This is an optimization exercise on Yosys and OpenROAD, whose aim is a short achievable clock period and few clock cycles per item, not a production implementation.
Where RTL was checked, it was by simulation tests only, not by an equivalence proof against the original.

==> v18: inputs <==
// py_rast
module py_rast (
    input  wire        clk,
    input  wire        rst,           
    input  wire        start,         
    input  wire        flip_screen,
    input  wire [15:0] clear_index,   
    input  wire [9:0]  fb_w,          
    input  wire [8:0]  fb_h,          
    input  wire [9:0]  clip_min_x,
    input  wire [9:0]  clip_max_x,
    input  wire [8:0]  clip_min_y,
    input  wire [8:0]  clip_max_y,
    output reg         busy,
    output reg         done,          
    output reg  [7:0]  result,        
    output reg  [11:0] ram_addr,
    input  wire [7:0]  ram_rdata,
    output reg  [13:0] rom_addr,
    input  wire [7:0]  rom_rdata,
    output reg         fb_we,
    output reg  [8:0]  fb_x,
    output reg  [7:0]  fb_y,
    output reg  [15:0] fb_data
);
clock: 7.0 ns
lec_check: 0
abc_clock_period_in_ps: 3000
cap_margin: 20
core_margin: 2
core_utilization: 55
setup_slack_margin: 3.8
slew_margin: 20
run.sh (not shown) runs the stock make flow with config.mk's settings and CLKGATE_MAP_FILE= SYNTH_SCRIPT=/design/flow/synth_recipe.tcl, a recipe that flattens the netlist after the stock synthesis.
==> v26: changes against v18 <==
--- a/flow/design.v
+++ b/flow/design.v
@@ -28,16 +28,15 @@
     localparam [1:0] B_IDLE = 2'd0, B_HIT = 2'd1, B_RUN = 2'd2, B_READY = 2'd3;
     localparam [1:0] F_T = 2'd0, F_Y = 2'd1, F_PB = 2'd2, F_X = 2'd3;
     reg [1:0]  mode;
     reg        flip;
     reg [15:0] clr;
     reg [9:0]  fbw, cminx, cmaxx;
     reg [8:0]  fbh, cminy, cmaxy;
-    reg [9:0]  cmaxx_m2;
-    reg        one_px;               
+    reg [9:0]  cmaxx_m1;
     reg [7:0]  lb_last;
     reg [10:0] xk_spr;               
     reg [10:0] xk_til;               
     reg        rt0_v, rt1_v;
     reg        rt0_ly, rt1_ly;       
     reg [1:0]  rt0_f, rt1_f;
     reg        rt0_last, rt1_last;
@@ -75,27 +74,23 @@
     reg [1:0]  p3_f;
     reg [7:0]  lo_reg, hi_reg;
     reg [NB-1:0] p4_we;
     reg [47:0] p4_wd;                
     reg [NB*12-1:0] bbuf;            
     reg [NB*12-1:0] obuf;            
     reg        o_act;
-    reg        o_last_r;             
-    reg        b_ready;              
-    reg        hc_v;                 
-    reg [6:0]  hc_k;
     reg [9:0]  ox;
     reg [7:0]  oy;
     wire fb_bad   = (fbw == 10'd0) || (fbw > 10'd512) ||
                     (fbh == 9'd0)  || (fbh > 9'd256);
     wire clip_bad = !(cminx < cmaxx && cmaxx <= fbw &&
                       cminy < cmaxy && cmaxy <= fbh);
     wire accept  = (mode == M_IDLE) && start;
-    wire o_last  = o_last_r;
-    wire swap    = b_ready && (!o_act || o_last_r);
+    wire o_last  = o_act && (ox == cmaxx_m1);
+    wire swap    = (bst == B_READY) && (!o_act || o_last);
     wire cur_last = cur_v && (cur_spr ? (cur_n == 3'd7) : (cur_n == 3'd3));
     wire consume  = nxt_v && (!cur_v || cur_last);
     wire tiles_left = !fc[5];
     wire spr_ready  = k_any && (k_wait == 2'd0);
     wire f_start    = (bst == B_RUN) && !f_busy && (!nxt_v || consume) &&
                       (tiles_left || spr_ready);
     wire f_spr_now  = !tiles_left;
@@ -171,31 +166,30 @@
                     bbuf[gi*12 +: 12] <= p4_wd[(gi % 4)*12 +: 12];
             end
         end
     endgenerate
     always @(posedge clk) begin
         if (swap)
             obuf <= bbuf;
-        else
+        else if (o_act)
             obuf <= {12'd0, obuf[NB*12-1:12]};
     end
     always @(posedge clk) begin
         if (accept) begin
             flip  <= flip_screen;
             clr   <= clear_index;
             fbw   <= fb_w;
             fbh   <= fb_h;
             cminx <= clip_min_x;
             cmaxx <= clip_max_x;
             cminy <= clip_min_y;
             cmaxy <= clip_max_y;
         end
         if (mode == M_CHECK) begin
-            cmaxx_m2 <= cmaxx - 10'd2;
-            one_px   <= (cmaxx - cminx) == 10'd1;
+            cmaxx_m1 <= cmaxx - 10'd1;
             lb_last  <= cmaxy[7:0] - 8'd1;
             xk_spr   <= (flip ? 11'd241 : 11'd0) - {1'b0, cminx};
             xk_til   <= 11'd0 - {1'b0, cminx};
         end
         if (rt1_v && rt1_ly)
             ysr <= {ram_rdata ^ {8{flip}}, ysr[8*128-1:8]};
         if (p1_v) lo_reg <= rom_rdata;
@@ -273,18 +267,14 @@
             p0_v    <= 1'b0;
             p1_v    <= 1'b0;
             p2_v    <= 1'b0;
             p3_v    <= 1'b0;
             p4_v    <= 1'b0;
             p4_we   <= {NB{1'b0}};
             o_act   <= 1'b0;
-            o_last_r <= 1'b0;
-            b_ready <= 1'b0;
-            hc_v    <= 1'b0;
-            hc_k    <= 7'd0;
             ox      <= 10'd0;
             oy      <= 8'd0;
         end else begin
             done  <= 1'b0;
             fb_we <= 1'b0;
             rt0_v <= 1'b0;
             rt1_v <= rt0_v;
@@ -333,36 +323,34 @@
                     end
                 end
                 default: ;    
             endcase
             if (k_wait != 2'd0) k_wait <= k_wait - 2'd1;
             if (bst == B_HIT) begin
                 hitv   <= hit_now;
-                k_wait <= 2'd3;
+                k_wait <= 2'd2;
                 trow   <= lb[7:3] ^ {5{flip}};
                 tsy    <= lb[2:0] ^ {3{flip}};
                 fc     <= 6'd0;
                 bst    <= B_RUN;
             end
-            hc_v <= f_start && f_spr_now;
-            hc_k <= k_reg;
-            if (hc_v) hitv[hc_k] <= 1'b0;
             if (f_start) begin
                 f_busy <= 1'b1;
                 f_i    <= 2'd1;
                 f_spr  <= f_spr_now;
                 f_c    <= fc[4:0];
                 f_k    <= k_reg;
                 rt0_v  <= 1'b1;
                 rt0_ly <= 1'b0;
                 rt0_f  <= F_T;
                 rt0_last <= 1'b0;
                 if (f_spr_now) begin
                     ram_addr <= {1'b1, 2'b00, k_reg[6], k_reg[5:0], 2'b00};
-                    k_wait <= 2'd3;
+                    hitv[k_reg] <= 1'b0;
+                    k_wait <= 2'd2;
                 end else begin
                     ram_addr <= {2'b00, trow, fc[4:0]};
                     fc <= fc + 6'd1;
                 end
             end else if (f_busy && f_i != 2'd0) begin
                 rt0_v  <= 1'b1;
                 rt0_ly <= 1'b0;
@@ -408,39 +396,33 @@
                 nxt_v <= 1'b0;
             end
             p1_v <= p0_v;
             p2_v <= p1_v;
             p3_v <= p2_v;
             p4_v <= p3_v;
             p4_we <= p3_v ? we_n : {NB{1'b0}};
-            if (bst == B_RUN && drained) begin
-                bst     <= B_READY;
-                b_ready <= 1'b1;
-            end
+            if (bst == B_RUN && drained)
+                bst <= B_READY;
             if (o_act) begin
                 fb_we   <= 1'b1;
                 fb_x    <= ox[8:0];
                 fb_y    <= oy;
                 fb_data <= (obuf[3:0] != 4'd0) ? {4'd0, obuf[11:0]} : clr;
                 ox      <= ox + 10'd1;
-                o_last_r <= (ox == cmaxx_m2);
                 if (o_last) begin
                     o_act <= 1'b0;
-                    o_last_r <= 1'b0;
                     if (oy == lb_last && bst == B_IDLE) begin
                         done <= 1'b1;
                         busy <= 1'b0;
                         mode <= M_IDLE;
                     end
                 end
             end
             if (swap) begin
                 o_act <= 1'b1;
-                o_last_r <= one_px;
-                b_ready <= 1'b0;
                 ox    <= cminx;
                 oy    <= lb;
                 if (lb == lb_last) begin
                     bst <= B_IDLE;
                 end else begin
                     lb  <= lb + 8'd1;
                     lbp <= lbp + 10'd1;
==> flow/config.mk (replaced) <==
export PLATFORM = sky130hd
export DESIGN_NAME = py_rast
export DESIGN_NICKNAME = py_rast
export VERILOG_FILES = /design/flow/design.v
export SDC_FILE = /design/flow/constraint.sdc
export NUM_CORES = 4
export LEC_CHECK = 0
export CAP_MARGIN = 20
export CORE_MARGIN = 2
export CORE_UTILIZATION = 40
export SLEW_MARGIN = 20
==> summary of the runs <==
v18 completed without violations. v26 went through all stages and came out clean.
In v26 the routed wire length is larger than in v18, by 7.7%.
Utilization: v26 is lower than v18 (17 points).
Of v26 and v18, v18 has the higher setup slack (gap 1.1 ns).
In v18 the clock-buffer cell count is lower than in v26, by 105.
In v26 the clock skew is higher than in v18, by 0.034 ns.
Against v26, the cell area of v18 is lower by 10%.
Of v18 and v26, v18 has the higher register-to-register slack (gap 1.1 ns).
Against v18, the critical path depth of v26 is higher by 1.
Of v26 and v18, v26 has the higher worst hold slack (gap 0.0062 ns).
Testbench counts of v18, summed over its fixed seeds: cycles 1,483,654, frames 24.
Only the layout flow was run in v26; the RTL was not checked for function there.

==> separate check: timing with driven ports <==
No port has a modelled driver above. Below, the same layouts with a new extraction and two added sets of constraints. Step 1, drivers: a clkbuf_16 drives clk and a buf_2 each remaining input, both assumed. Step 2 times the ports against the registers' clock, not the clock port: input delays grow and output delays shrink by t, the midpoint of the rising clock arrivals with the driver on. a / b / c = no drivers / after step 1 / after step 2; a / b = the first two.
| run | t, ns | slack for setup (ns) | latest minus earliest clock arrival (ns) |
|---|---|---|---|
| v18 | 1.243 | 3.678 / 3.678 / 2.746 | 0.073 / 0.072 |
| v26 | 1.299 | 2.584 / 2.584 / 2.584 | 0.106 / 0.106 |
After both steps every run listed still meets setup and hold. The setup slack of v18, which loses most, moves by 0.000 ns with the drivers and by -0.932 ns with both steps.
